Background: an optimization exercise with open tools, aiming at small area. Do not read the settings as production practice.
Only simulation tests tie the RTL to the original design; equivalence was not proved.
No driver is modelled on the clock port, so clock power and skew are understated where the tree is cut down; a real chip needs a root buffer or a tree.
No activity file was given, so power comes from the tool's default toggle rates.

==> inputs of trial 92 <==
// jtag_spi_bridge
module jtag_spi_bridge (
    input  wire tck,
    input  wire tdi,
    input  wire p_shift,
    input  wire p_ce,
    input  wire p_rstn,
    input  wire p_rti1,
    output wire tdo,
    input  wire miso,
    output wire cs_n,
    output wire mosi,
    output wire spi_oe,      
    output wire wp_n,
    output wire hold_n
);
clock: 10.0 ns
lec_check: 0
cap_margin: 20
core_area: 2 2 62 62
cts_buf_list: sky130_fd_sc_hd__clkbuf_8
cts_cluster_diameter: 200
cts_cluster_size: 30
die_area: 0 0 64 64
place_density: 0.9
slew_margin: 20
standard.sh (not shown) runs the stock make flow with config.mk's settings and CLKGATE_MAP_FILE= SYNTH_SCRIPT=/design/flow/synth_recipe.tcl, a recipe that flattens the netlist after the stock synthesis.
==> flow/flow/run.sh <==
#!/bin/bash
# Own layout flow: the standard flow, with these changes to how the
# layout is made:
#  1. after the standard synthesis, the gates between the registers are
#     replaced by a hand-mapped netlist of the same design (flow/
#     hand_netlist.v, made by gen/gen_netlist.py); the registers keep the
#     names and cell types the standard synthesis gave them. If the
#     registers do not match, ABC re-maps the standard netlist for area
#     instead (flow/reopt.tcl);
#  2. the port buffers are the smallest buffer cell (buf_1);
#  3. the clock tree is one level of CLK_NBUF buffers driven by the clock
#     port (flow/post_cts.tcl).
# Each tool's output goes to a log file of its own in the work folder.
set -euo pipefail
WORK=$(pwd)
RES=$WORK/orfs/results/$FLOW_PLATFORM/jtag_spi_bridge/base
LIB=$FLOW_HOME/platforms/$FLOW_PLATFORM/lib/sky130_fd_sc_hd__tt_025C_1v80.lib

# 1. standard synthesis
bash standard.sh synth > "$WORK/log_1_synth_standard.log" 2>&1
cp "$RES/1_2_yosys.v" "$WORK/synth_standard.v"

# 2. the hand-mapped netlist, with the standard synthesis's register names
if python3 "$WORK/flow/place_ffs.py" "$WORK/flow/hand_netlist.v" "$WORK/synth_standard.v" \
     "$WORK/synth_new.v" > "$WORK/log_2_netlist.log" 2>&1; then
  echo "hand-mapped netlist" >> "$WORK/log_2_netlist.log"
else
  REOPT_LIB=$LIB REOPT_IN=$WORK/synth_standard.v REOPT_TOP=$FLOW_TOP \
  REOPT_STAT=$WORK/reopt_stat.txt REOPT_OUT=$WORK/synth_new.v \
    yosys -c "$WORK/flow/reopt.tcl" > "$WORK/log_2_reopt.log" 2>&1
fi
sleep 1
cp "$WORK/synth_new.v" "$RES/1_2_yosys.v"
touch "$RES/1_2_yosys.v"
rm -f "$RES/1_synth.odb" "$RES/1_synth.sdc"
bash standard.sh synth > "$WORK/log_3_synth_odb.log" 2>&1

# 3. the rest of the standard flow
export BUFFER_PORTS_ARGS="-buffer_cell sky130_fd_sc_hd__buf_1"
export POST_CTS_TCL="$WORK/flow/post_cts.tcl"
export FLOW_CLOCK_PORT=tck
export CLK_NBUF=1
export CLK_BUF=sky130_fd_sc_hd__inv_8
export CLK_PRE_INV=sky130_fd_sc_hd__inv_1
export CTS_ARGS="-sink_clustering_enable -repair_clock_nets -dont_use_dummy_load -sink_clustering_size 30 -sink_clustering_max_diameter 200 -buf_list sky130_fd_sc_hd__clkbuf_8"
bash standard.sh > "$WORK/log_4_layout.log" 2>&1
test -f "$WORK/out/final.def"
==> flow/flow/post_cts.tcl <==
# After clock tree synthesis. A design this small needs no clock tree of
# several levels: every clock load (register clock pins and the clock
# inverter of the falling-edge register) is driven by one of CLK_NBUF
# buffers of type CLK_BUF, all driven directly by the clock port, with the
# loads split between them by position. Every register's clock then passes
# through exactly one buffer of the same type with about the same load.
set block [ord::get_db_block]
set db [ord::get_db]
set port_net [$block findNet $::env(FLOW_CLOCK_PORT)]
set nbuf $::env(CLK_NBUF)
set master [$db findMaster $::env(CLK_BUF)]

# collect the clock buffers CTS made and the loads they drive
set bufs {}
set frontier [list $port_net]
set loads {}
while { [llength $frontier] > 0 } {
  set net [lindex $frontier 0]
  set frontier [lrange $frontier 1 end]
  foreach it [$net getITerms] {
    if { ![$it isInputSignal] } { continue }
    set inst [$it getInst]
    if { [string match "*clkbuf*" [[$inst getMaster] getName]] } {
      lappend bufs $inst
      lappend frontier [[$inst findITerm X] getNet]
    } else {
      lappend loads $it
    }
  }
}
# remove them
foreach b $bufs {
  set out [[$b findITerm X] getNet]
  foreach it [$b getITerms] { if { [$it getNet] ne "NULL" } { $it disconnect } }
  odb::dbInst_destroy $b
  if { $out ne $port_net } { odb::dbNet_destroy $out }
}
foreach it $loads { if { [$it getNet] ne "NULL" } { $it disconnect } }

# order the loads by position (x, then y) and split them into nbuf groups
set keyed {}
foreach it $loads {
  set bb [[$it getInst] getBBox]
  lappend keyed [list [expr { ([$bb xMin] + [$bb xMax]) / 2 }] [expr { ([$bb yMin] + [$bb yMax]) / 2 }] $it]
}
set keyed [lsort -integer -index 0 $keyed]
set n [llength $keyed]
for { set g 0 } { $g < $nbuf } { incr g } {
  set lo [expr { ($g * $n) / $nbuf }]
  set hi [expr { (($g + 1) * $n) / $nbuf - 1 }]
  set net [odb::dbNet_create $block "clknet_root_$g"]
  $net setSigType CLOCK
  if { [info exists ::env(CLK_PRE_INV)] } {
    # the buffer is a pair of inverters: a small one at the port, then the
    # driver of the loads
    set pre [odb::dbInst_create $block [$db findMaster $::env(CLK_PRE_INV)] "clkinv_pre_$g"]
    set mid [odb::dbNet_create $block "clknet_pre_$g"]
    $mid setSigType CLOCK
    [$pre findITerm A] connect $port_net
    [$pre findITerm Y] connect $mid
    set buf [odb::dbInst_create $block $master "clkinv_root_$g"]
    [$buf findITerm A] connect $mid
    [$buf findITerm Y] connect $net
  } else {
    set buf [odb::dbInst_create $block $master "clkbuf_root_$g"]
    [$buf findITerm A] connect $port_net
    [$buf findITerm X] connect $net
  }
  set sx 0; set sy 0
  foreach k [lrange $keyed $lo $hi] {
    [lindex $k 2] connect $net
    set sx [expr { $sx + [lindex $k 0] }]
    set sy [expr { $sy + [lindex $k 1] }]
  }
  set cnt [expr { $hi - $lo + 1 }]
  foreach b [concat $buf [expr { [info exists pre] ? $pre : {} }]] {
    $b setLocation [expr { $sx / $cnt }] [expr { $sy / $cnt }]
    $b setPlacementStatus PLACED
    $b setSourceType TIMING
  }
}
global_connect
puts "post_cts: replaced [llength $bufs] clock buffers by $nbuf $::env(CLK_BUF) for $n loads"
detailed_placement
check_placement -verbose
estimate_parasitics -placement
report_clock_skew
Other scripts of this flow, unchanged in this note and not shown: flow/flow/hand_netlist.v, flow/flow/place_ffs.py, flow/flow/reopt.tcl
==> build 18: changes against trial 92 <==
--- a/flow/flow/run.sh
+++ b/flow/flow/run.sh
@@ -40,8 +40,7 @@
 export POST_CTS_TCL="$WORK/flow/post_cts.tcl"
 export FLOW_CLOCK_PORT=tck
 export CLK_NBUF=1
-export CLK_BUF=sky130_fd_sc_hd__inv_8
-export CLK_PRE_INV=sky130_fd_sc_hd__inv_1
+export CLK_BUF=sky130_fd_sc_hd__clkbuf_16
 export CTS_ARGS="-sink_clustering_enable -repair_clock_nets -dont_use_dummy_load -sink_clustering_size 30 -sink_clustering_max_diameter 200 -buf_list sky130_fd_sc_hd__clkbuf_8"
 bash standard.sh > "$WORK/log_4_layout.log" 2>&1
 test -f "$WORK/out/final.def"
--- a/flow/flow/post_cts.tcl
+++ b/flow/flow/post_cts.tcl
@@ -48,24 +48,11 @@
 for { set g 0 } { $g < $nbuf } { incr g } {
   set lo [expr { ($g * $n) / $nbuf }]
   set hi [expr { (($g + 1) * $n) / $nbuf - 1 }]
+  set buf [odb::dbInst_create $block $master "clkbuf_root_$g"]
   set net [odb::dbNet_create $block "clknet_root_$g"]
   $net setSigType CLOCK
-  if { [info exists ::env(CLK_PRE_INV)] } {
-    # the buffer is a pair of inverters: a small one at the port, then the
-    # driver of the loads
-    set pre [odb::dbInst_create $block [$db findMaster $::env(CLK_PRE_INV)] "clkinv_pre_$g"]
-    set mid [odb::dbNet_create $block "clknet_pre_$g"]
-    $mid setSigType CLOCK
-    [$pre findITerm A] connect $port_net
-    [$pre findITerm Y] connect $mid
-    set buf [odb::dbInst_create $block $master "clkinv_root_$g"]
-    [$buf findITerm A] connect $mid
-    [$buf findITerm Y] connect $net
-  } else {
-    set buf [odb::dbInst_create $block $master "clkbuf_root_$g"]
-    [$buf findITerm A] connect $port_net
-    [$buf findITerm X] connect $net
-  }
+  [$buf findITerm A] connect $port_net
+  [$buf findITerm X] connect $net
   set sx 0; set sy 0
   foreach k [lrange $keyed $lo $hi] {
     [lindex $k 2] connect $net
@@ -73,11 +60,9 @@
     set sy [expr { $sy + [lindex $k 1] }]
   }
   set cnt [expr { $hi - $lo + 1 }]
-  foreach b [concat $buf [expr { [info exists pre] ? $pre : {} }]] {
-    $b setLocation [expr { $sx / $cnt }] [expr { $sy / $cnt }]
-    $b setPlacementStatus PLACED
-    $b setSourceType TIMING
-  }
+  $buf setLocation [expr { $sx / $cnt }] [expr { $sy / $cnt }]
+  $buf setPlacementStatus PLACED
+  $buf setSourceType TIMING
 }
 global_connect
 puts "post_cts: replaced [llength $bufs] clock buffers by $nbuf $::env(CLK_BUF) for $n loads"
==> key figures <==
Outcome
  – Outcome: no timing/DRC/antenna violations

Setup path
  – Arr. time, crit path: 5.70 ns

Pwr
  – P per Cell Area: 301.9 mW/mm²
  – Clk. pwr: 0.0000318 W
  – LEAKAGE: 0.3192 nW
  – Overall power: 0.0002602 W
  – Sequential power share: 0.503
  – Clock share of power: 0.122

Clocking
  – Clock latency (worst-skew pair): 0.19 ns
  – Clock-pin transition on the worst setup and hold timing paths: 0.10 ns

Final layout
  – Final Net Count: 98
  – Fillers: 361
  – Fraction of area in multi-input gates: 0.3904
  – Layout Utilization: 0.2543
  – Layout Cells excl Fill: 135

Global route
  – Grt met2 use: 0.1120
  – Vias in the first global route: 500
  – GRT Total Usage: 0.06452

Route
  – DR WL/cell: 9.148 µm
  – Routed length on met2: 649 µm
  – Vias per cell: 4.104
the above is filed under trial 92

==> key figures <==
Outcome
  – Outcome: no timing/DRC/antenna violations

Final layout
  – Fraction of area in multi-input gates: 0.3859
  – Fillers: 359
  – Layout Utilization: 0.2573
  – Layout Cells excl Fill: 134

Pwr
  – Overall power: 0.0002677 W
  – P per Cell Area: 307.0 mW/mm²
  – Clk. pwr: 0.0000386 W

Route
  – DR WL/cell: 9.448 µm

Clocking
  – Clock latency (worst-skew pair): 0.14 ns

Global route
  – Grt met2 use: 0.1198
  – Vias in the first global route: 507
the above is filed under build 18

